This design comes from an exercise in tuning for small area, a short achievable clock period and few clock cycles on the open sky130 flow, not from production work. RTL that was checked went through simulation tests only; none was proved equivalent to the original. No activity file was given, so power comes from the tool's default toggle rates.

Design sram_march, start of the top module:
module sram_march (
    input  wire        clk,
    input  wire        rst,             
    input  wire [16:0] cfg_size,
    input  wire [7:0]  cfg_sections,
    input  wire [6:0]  cfg_overlap,
    input  wire        cfg_intraword,
    input  wire        step_valid,
    output reg         step_ready,
    output reg         sram_req,
    output reg         sram_we,
    output reg  [15:0] sram_addr,
    output reg  [7:0]  sram_wdata,
    input  wire        sram_gnt,
    input  wire        sram_rvalid,
    input  wire [7:0]  sram_rdata,
    output reg         done,
    output reg         done_bad,
    output reg  [7:0]  cursor,
    output reg         sram_fault
);
    localparam [2:0] S_DIV  = 3'd0,    
                     S_MUL  = 3'd1,    
                     S_LOAD = 3'd2,    
                     S_IDLE = 3'd3,
                     S_SET1 = 3'd4,    
                     S_SET2 = 3'd5,    
                     S_RUN  = 3'd6;
    localparam [2:0] P_SAVE    = 3'd0,
                     P_M1      = 3'd1,
                     P_M2      = 3'd2,
                     P_M3      = 3'd3,
                     P_M4      = 3'd4,
                     P_IW      = 3'd5,
                     P_RESTORE = 3'd6,
                     P_FIN     = 3'd7;    
    reg  [2:0]  state;
    reg  [2:0]  phase;
    reg  [3:0]  u;           
    reg  [15:0] J;           
    reg  [15:0] base;        
    reg  [16:0] endx;        
    reg  [15:0] B;
    reg  [14:0] O;           
    reg         iw;          
    reg         rnz;         
    reg         lastn;       
    reg         fl;          
    reg         bad;
    reg  [1:0]  occ;         
    reg         pend;        
    reg         msub;        
    reg  [3:0]  tag;         
    function [17:0] radd;
        input [16:0] a;
        input [16:0] b;
        input        ci;
        integer i;
        reg c;
        begin
            c = ci;
            for (i = 0; i < 17; i = i + 1) begin
                radd[i] = a[i] ^ b[i] ^ c;
                c = (a[i] & b[i]) | (c & (a[i] ^ b[i]));
            end
            radd[17] = c;
        end
    endfunction
    function [16:0] rinc;
        input [15:0] a;
        input        dn;
        integer i;
        reg c;
        begin
            c = 1'b1;
            for (i = 0; i < 16; i = i + 1) begin
  ...
For scale: ~140 flip-flops, ~9800 um^2 of cells after synthesis.
clock: 42.0 ns
lec_check: 0
cap_margin: 20
core_margin: 2
core_utilization: 40
place_density: 0.6
slew_margin: 20
standard.sh (not shown) runs the stock make flow with config.mk's settings and CLKGATE_MAP_FILE= SYNTH_SCRIPT=/design/flow/synth_recipe.tcl, a recipe that flattens the netlist after the stock synthesis.
==> flow/flow/run.sh <==
#!/bin/bash
# Standard layout, with faster port buffers. Each tool's output goes to a log
# of its own here.
set -euo pipefail
export BUFFER_PORTS_ARGS="-buffer_cell sky130_fd_sc_hd__buf_2"
export SETUP_SLACK_MARGIN=31.5
bash standard.sh > standard.log 2>&1
Testbench counts at the start, summed over its fixed seeds: cycles 375,356.
Next try:
--- a/flow/flow/run.sh
+++ b/flow/flow/run.sh
@@ -6 +6 @@
-export SETUP_SLACK_MARGIN=31.5
+export SETUP_SLACK_MARGIN=32.0
CORE_UTILIZATION = 70   (was 40)
PLACE_DENSITY = 0.75   (was 0.6)
After rerunning:
- critical path depth rises by 3
- total power rises by about 2%
- core utilization rises by 34 points
- maximum frequency rises by about 4%

Another version of the RTL of sram_march (not shown whole).
For scale: ~1200 cells after synthesis, ~140 flip-flops, about 10000 um2 of cells after synthesis.
clock: 42.0 ns
lec_check: 0
cap_margin: 20
core_margin: 2
core_utilization: 40
place_density: 0.6
slew_margin: 20
==> flow/flow/run.sh <==
#!/bin/bash
# Standard layout, with faster port buffers and timing repair aimed at a
# tighter setup margin. Each tool's output goes to a log of its own here.
set -euo pipefail
export BUFFER_PORTS_ARGS="-buffer_cell sky130_fd_sc_hd__buf_2"
export SETUP_SLACK_MARGIN=33
bash standard.sh > standard.log 2>&1
Testbench counts at the start, summed over its fixed seeds: cycles 374,742.
Edit:
==> flow/flow/run.sh (replaced) <==
#!/bin/bash
# Standard layout, with faster port buffers. Each tool's output goes to a log
# of its own here.
set -euo pipefail
export BUFFER_PORTS_ARGS="-buffer_cell sky130_fd_sc_hd__buf_2"
bash standard.sh > standard.log 2>&1
What happened: Global-route usage went down by 2.4 points. Utilization went down by 7.0 points. Register-to-register slack gets worse by 1.9 ns. Hold slack gets worse by 0.020 ns. Synthesized area does not change. Via count went down by 5.7%. Cell count went down by about 5.4%. Critical path depth went up by 12.

run A:
sram_march with an RTL version that a note above also has.
Size in the first run: ~1100 cells after synthesis, about 140 flip-flops, roughly 84 I/O pins.
// sram_march
module sram_march (
    input  wire        clk,
    input  wire        rst,             
    input  wire [16:0] cfg_size,
    input  wire [7:0]  cfg_sections,
    input  wire [6:0]  cfg_overlap,
    input  wire        cfg_intraword,
    input  wire        step_valid,
    output reg         step_ready,
    output reg         sram_req,
    output reg         sram_we,
    output reg  [15:0] sram_addr,
    output reg  [7:0]  sram_wdata,
    input  wire        sram_gnt,
    input  wire        sram_rvalid,
    input  wire [7:0]  sram_rdata,
    output reg         done,
    output reg         done_bad,
    output reg  [7:0]  cursor,
    output reg         sram_fault
);
clock: 42.0 ns
lec_check: 0
cap_margin: 20
core_margin: 2
core_utilization: 70
cts_buf_list: sky130_fd_sc_hd__clkbuf_4 sky130_fd_sc_hd__clkbuf_8
cts_cluster_size: 40
place_density: 0.75
slew_margin: 20
==> flow/flow/run.sh <==
#!/bin/bash
# The standard layout (standard.sh), with two changes: the ports are
# buffered with buf_2 cells, and timing repair aims for 32 ns of setup slack
# at the design's clock. standard.sh's full output goes to standard.log here.
set -euo pipefail
export BUFFER_PORTS_ARGS="-buffer_cell sky130_fd_sc_hd__buf_2"
export SETUP_SLACK_MARGIN=32.0
bash standard.sh > standard.log 2>&1
Testbench counts of run A, summed over its fixed seeds: cycles 375,356.
diff inputs: run A => run B
# run A
export LEC_CHECK = 0
export CAP_MARGIN = 20
export CORE_MARGIN = 2
export CORE_UTILIZATION = 70
export CTS_BUF_LIST = sky130_fd_sc_hd__clkbuf_4 sky130_fd_sc_hd__clkbuf_8
export CTS_CLUSTER_SIZE = 40
export PLACE_DENSITY = 0.75
export SLEW_MARGIN = 20
create_clock -name core_clock -period 42.0 [get_ports {clk}]
# run B
export LEC_CHECK = 0
export CAP_MARGIN = 20
export CORE_MARGIN = 2
export CORE_UTILIZATION = 40
export PLACE_DENSITY = 0.6
export SLEW_MARGIN = 20
create_clock -name core_clock -period 42.0 [get_ports {clk}]
==> flow/flow/run.sh <==
#!/bin/bash
# Standard layout, with faster port buffers. Each tool's output goes to a log
# of its own here.
set -euo pipefail
export BUFFER_PORTS_ARGS="-buffer_cell sky130_fd_sc_hd__buf_2"
export SETUP_SLACK_MARGIN=32.3
bash standard.sh > standard.log 2>&1
### Flow results
Run B reports its slowest stage cell on the critical path as or4b_4 while run A reports edfxtp_1.
The lower achievable clock frequency came out of run A.
As far as number of levels in the clock H-tree goes, run B and run A are indistinguishable; the numbers are identical.
Summary: setup slack of the critical path after layout, run B better than run A
In the metrics for run A and run B, the one carrying the higher utilization is run A.
Between run B and run A, it is run B whose wire length is higher, by 8.4%.
Looking at layout overhead on the synthesized area, run B sits above run A.
Compared with run A, pin count of the biggest net entering global routing in run B increased by a few percent.
> inputs changed (run B -> run C)
# run B
export LEC_CHECK = 0
export CAP_MARGIN = 20
export CORE_MARGIN = 2
export CORE_UTILIZATION = 40
export PLACE_DENSITY = 0.6
export SLEW_MARGIN = 20
create_clock -name core_clock -period 42.0 [get_ports {clk}]
# run C
export LEC_CHECK = 0
export CAP_MARGIN = 20
export CORE_MARGIN = 2
export CORE_UTILIZATION = 40
export CTS_BUF_LIST = sky130_fd_sc_hd__clkbuf_4 sky130_fd_sc_hd__clkbuf_8
export CTS_CLUSTER_SIZE = 30
export PLACE_DENSITY = 0.6
export SLEW_MARGIN = 20
create_clock -name core_clock -period 42.0 [get_ports {clk}]
diff --git a/flow/flow/run.sh b/flow/flow/run.sh
--- a/flow/flow/run.sh
+++ b/flow/flow/run.sh
@@ -4,4 +4,4 @@
 set -euo pipefail
 export BUFFER_PORTS_ARGS="-buffer_cell sky130_fd_sc_hd__buf_2"
-export SETUP_SLACK_MARGIN=32.3
+export SETUP_SLACK_MARGIN=32.0
 bash standard.sh > standard.log 2>&1
Notes after the runs:
- Between run B and run C, fraction of final layout cells with drive strength greater than 1 decreased.
- Worst path setup slack after routing, run B and run C: larger value in run B
- Per the comparison of run C with run B, count of buffers inserted at the top-level ports flat; critical path depth has decreased; relative contribution of combinational cells to total power fell 1.5 points.
- Run C ends up with a fmax that is 0.98% lower than in run B.
- Run C vs. run B: count of final max-slew check failures stayed essentially flat, final routed wire length divided by cell count fell by about 1.7%.
- Lower cell area goes to run C over run B.
- In terms of number of placed instances, taps included, run C and run B differ only marginally.
> inputs changed (run C -> run D)
# run C
export LEC_CHECK = 0
export CAP_MARGIN = 20
export CORE_MARGIN = 2
export CORE_UTILIZATION = 40
export CTS_BUF_LIST = sky130_fd_sc_hd__clkbuf_4 sky130_fd_sc_hd__clkbuf_8
export CTS_CLUSTER_SIZE = 30
export PLACE_DENSITY = 0.6
export SLEW_MARGIN = 20
create_clock -name core_clock -period 42.0 [get_ports {clk}]
# run D
export LEC_CHECK = 0
export CAP_MARGIN = 20
export CORE_MARGIN = 2
export CORE_UTILIZATION = 70
export CTS_BUF_LIST = sky130_fd_sc_hd__clkbuf_4 sky130_fd_sc_hd__clkbuf_8
export CTS_CLUSTER_SIZE = 30
export PLACE_DENSITY = 0.75
export SLEW_MARGIN = 20
create_clock -name core_clock -period 42.0 [get_ports {clk}]
==> flow/flow/run.sh <==
#!/bin/bash
# The standard layout (standard.sh), with two changes: the ports are
# buffered with buf_2 cells, and timing repair aims for 32 ns of setup slack
# at the design's clock. standard.sh's full output goes to standard.log here.
set -euo pipefail
export BUFFER_PORTS_ARGS="-buffer_cell sky130_fd_sc_hd__buf_2"
export SETUP_SLACK_MARGIN=32.0
bash standard.sh > standard.log 2>&1
Findings:
Run D: no failed stages, no open violations at the end. In run D the clock period minus final worst setup slack turned out 0.022 ns higher than in run C. Looking at run C and run D, the area used by multi-input combinational logic is a wash. Relative to run C, sequential group share of total power increased by 1.2 points in run D. In the tables for run C and run D, final area reads higher with run C.
Inputs modified between run D and run E:
# run D
export LEC_CHECK = 0
export CAP_MARGIN = 20
export CORE_MARGIN = 2
export CORE_UTILIZATION = 70
export CTS_BUF_LIST = sky130_fd_sc_hd__clkbuf_4 sky130_fd_sc_hd__clkbuf_8
export CTS_CLUSTER_SIZE = 30
export PLACE_DENSITY = 0.75
export SLEW_MARGIN = 20
create_clock -name core_clock -period 42.0 [get_ports {clk}]
# run E
export LEC_CHECK = 0
export CAP_MARGIN = 20
export CORE_MARGIN = 2
export CORE_UTILIZATION = 40
export PLACE_DENSITY = 0.6
export SLEW_MARGIN = 20
create_clock -name core_clock -period 42.0 [get_ports {clk}]
==> flow/flow/run.sh <==
#!/bin/bash
# Standard layout, with faster port buffers. Each tool's output goes to a log
# of its own here.
set -euo pipefail
export BUFFER_PORTS_ARGS="-buffer_cell sky130_fd_sc_hd__buf_2"
export SETUP_SLACK_MARGIN=32.0
bash standard.sh > standard.log 2>&1
[summary]
- Taking run D as the reference, in run E final design area excluding fillers rose 440 um2; area share of buffers outside the clock network about even; power picked up an extra 46 uW.
- [compare] base=run D new=run E: via count went down by 4.9%, post-layout minimum cycle time went down by 0.012 ns, total wire length shows an increase of 4.5%, combinational power went down.

Another version of the RTL of sram_march (not shown whole).
For scale: ~130 flip-flops, about 84 I/O pins.
==> flow/config.mk <==
export PLATFORM = sky130hd
export DESIGN_NAME = sram_march
export DESIGN_NICKNAME = sram_march
export VERILOG_FILES = /design/flow/design.v
export SDC_FILE = /design/flow/constraint.sdc
export NUM_CORES = 4
export LEC_CHECK = 0
export ABC_AREA = 1
export CAP_MARGIN = 20
export CORE_MARGIN = 2
export CORE_UTILIZATION = 70
export CTS_BUF_LIST = sky130_fd_sc_hd__clkbuf_4 sky130_fd_sc_hd__clkbuf_8
export CTS_CLUSTER_SIZE = 30
export PLACE_DENSITY = 0.75
export SLEW_MARGIN = 20
==> flow/constraint.sdc <==
create_clock -name core_clock -period 42.0 [get_ports {clk}]
set_input_delay 8.4000 -clock core_clock [delete_from_list [all_inputs] [get_ports {clk}]]
set_output_delay 8.4000 -clock core_clock [all_outputs]
set_load 0.01 [all_outputs]
==> flow/flow/run.sh <==
#!/bin/bash
# The standard layout (standard.sh), with two changes: the ports are
# buffered with buf_2 cells, and timing repair aims for 32 ns of setup slack
# at the design's clock. standard.sh's full output goes to standard.log here.
set -euo pipefail
export BUFFER_PORTS_ARGS="-buffer_cell sky130_fd_sc_hd__buf_2"
export SETUP_SLACK_MARGIN=32.0
bash standard.sh > standard.log 2>&1
The starting point ran to the end with no violations.
==> next run, changes <==
Settings changed: ABC_AREA 1 to not set.
Result:
- The changed run completed with no timing, DRC or antenna violations
- final area grows by about 2.7%
- power shrinks by 16%
- final cell count shrinks by about 10%
Function was not checked in any run of this note: the RTL went through the layout flow alone.

Another version of the RTL of sram_march (not shown whole).
Size in the first run: ~1100 cells after synthesis, ~140 flip-flops, ~84 I/O pins, ~10000 um^2 of cells after synthesis.
Design sram_march, start of the top module:
module sram_march (
    input  wire        clk,
    input  wire        rst,             
    input  wire [16:0] cfg_size,
    input  wire [7:0]  cfg_sections,
    input  wire [6:0]  cfg_overlap,
    input  wire        cfg_intraword,
    input  wire        step_valid,
    output reg         step_ready,
    output reg         sram_req,
    output reg         sram_we,
    output reg  [15:0] sram_addr,
    output reg  [7:0]  sram_wdata,
    input  wire        sram_gnt,
    input  wire        sram_rvalid,
    input  wire [7:0]  sram_rdata,
    output reg         done,
    output reg         done_bad,
    output reg  [7:0]  cursor,
    output reg         sram_fault
);
==> flow/config.mk <==
export PLATFORM = sky130hd
export DESIGN_NAME = sram_march
export DESIGN_NICKNAME = sram_march
export VERILOG_FILES = /design/flow/design.v
export SDC_FILE = /design/flow/constraint.sdc
export NUM_CORES = 4
export LEC_CHECK = 0
export CAP_MARGIN = 20
export CORE_MARGIN = 2
export CORE_UTILIZATION = 40
export PLACE_DENSITY = 0.6
export SLEW_MARGIN = 20
==> flow/constraint.sdc <==
create_clock -name core_clock -period 42.0 [get_ports {clk}]
set_input_delay 8.4000 -clock core_clock [delete_from_list [all_inputs] [get_ports {clk}]]
set_output_delay 8.4000 -clock core_clock [all_outputs]
set_load 0.01 [all_outputs]
==> flow/flow/run.sh <==
#!/bin/bash
# Standard layout, with faster port buffers. Each tool's output goes to a log
# of its own here.
set -euo pipefail
export BUFFER_PORTS_ARGS="-buffer_cell sky130_fd_sc_hd__buf_2"
export SETUP_SLACK_MARGIN=32.8
bash standard.sh > standard.log 2>&1
The baseline ran to the end with no violations.
Testbench counts at the start, summed over its fixed seeds: cycles 375,356.
Change:
--- a/flow/flow/run.sh
+++ b/flow/flow/run.sh
@@ -4,4 +4,4 @@
 set -euo pipefail
 export BUFFER_PORTS_ARGS="-buffer_cell sky130_fd_sc_hd__buf_2"
-export SETUP_SLACK_MARGIN=32.8
+export SETUP_SLACK_MARGIN=32.3
 bash standard.sh > standard.log 2>&1
The changed run completed without violations.
Worst setup slack is worse by 0.097 ns.
Clock skew falls by 0.0039 ns.
Non-clock buffer count falls by 31.
Global-route usage falls by 0.84 points.
Design area falls by a few percent.
Clock power rises by a little under a tenth.
Via count falls by a few percent.
Change:
--- a/flow/flow/run.sh
+++ b/flow/flow/run.sh
@@ -4,4 +4,3 @@
 set -euo pipefail
 export BUFFER_PORTS_ARGS="-buffer_cell sky130_fd_sc_hd__buf_2"
-export SETUP_SLACK_MARGIN=32.3
 bash standard.sh > standard.log 2>&1
Outcome:
- The new run completed with no timing, DRC or antenna violations
- synthesized area stays the same
- clock skew is about the same
- final area falls by 3.4%
- worst setup slack loses 0.62 ns
- count of clock-buffer cells in the layout falls by 1
- routed wire length falls by 1.8%
- cell count falls by 2.4%
- global-route usage stays flat

==> separate check: timing with driven ports <==
The results above use ideal ports. As a check the final layouts listed here were re-extracted and re-timed, cells and wires unchanged. Step 1 sets driving cells, clkbuf_16 on the clock port and buf_2 on the other inputs (assumed; they add their load-dependent delay and slew). Step 2 adds t to the input delays and takes it off the output delays; t is the mean of the earliest and latest rising clock arrival at the registers after step 1. Input paths then give back, and output paths get back, about the clock's delay inside the block. Three values: ideal ports, drivers, drivers and shift; two values: the first two.
run	t (ns)	slack for setup (ns)	slew at the worst register clock pin (ns)	worst slew at a driven data input, ns	pins driven straight from the clock port
the first run of note 1	0.485	31.711 / 31.729 / 31.244	0.07 / 0.07	0.05	1
the second run of note 1	0.470	32.088 / 32.086 / 31.638	0.07 / 0.07	0.04	1
the first run of note 2	0.480	31.939 / 31.953 / 31.473	0.07 / 0.07	0.21	1
the second run of note 2	0.482	31.095 / 31.095 / 31.052	0.07 / 0.07	0.05	1
run A	0.513	32.080 / 32.041 / 31.612	0.09 / 0.09	0.05	1
run B	0.476	32.199 / 32.201 / 31.725	0.08 / 0.08	0.06	1
run C	0.502	32.102 / 32.061 / 31.648	0.09 / 0.09	0.03	1
run D	0.513	32.080 / 32.041 / 31.612	0.09 / 0.09	0.05	1
run E	0.477	32.091 / 32.044 / 31.655	0.07 / 0.07	0.03	1
the first run of note 4	0.504	32.119 / 32.143 / 31.639	0.08 / 0.08	0.04	1
the second run of note 4	0.500	32.065 / 32.024 / 31.653	0.08 / 0.08	0.04	1
the first run of note 5	0.476	32.352 / 32.343 / 31.867	0.07 / 0.07	0.07	1
the second run of note 5	0.475	32.255 / 32.247 / 31.772	0.07 / 0.07	0.07	1
the third run of note 5	0.481	31.633 / 31.633 / 31.175	0.07 / 0.07	0.06	1
After both steps every run listed still meets setup and hold. The setup slack of the first run of note 5, which loses most, moves by -0.009 ns with the drivers and by -0.485 ns with both steps.
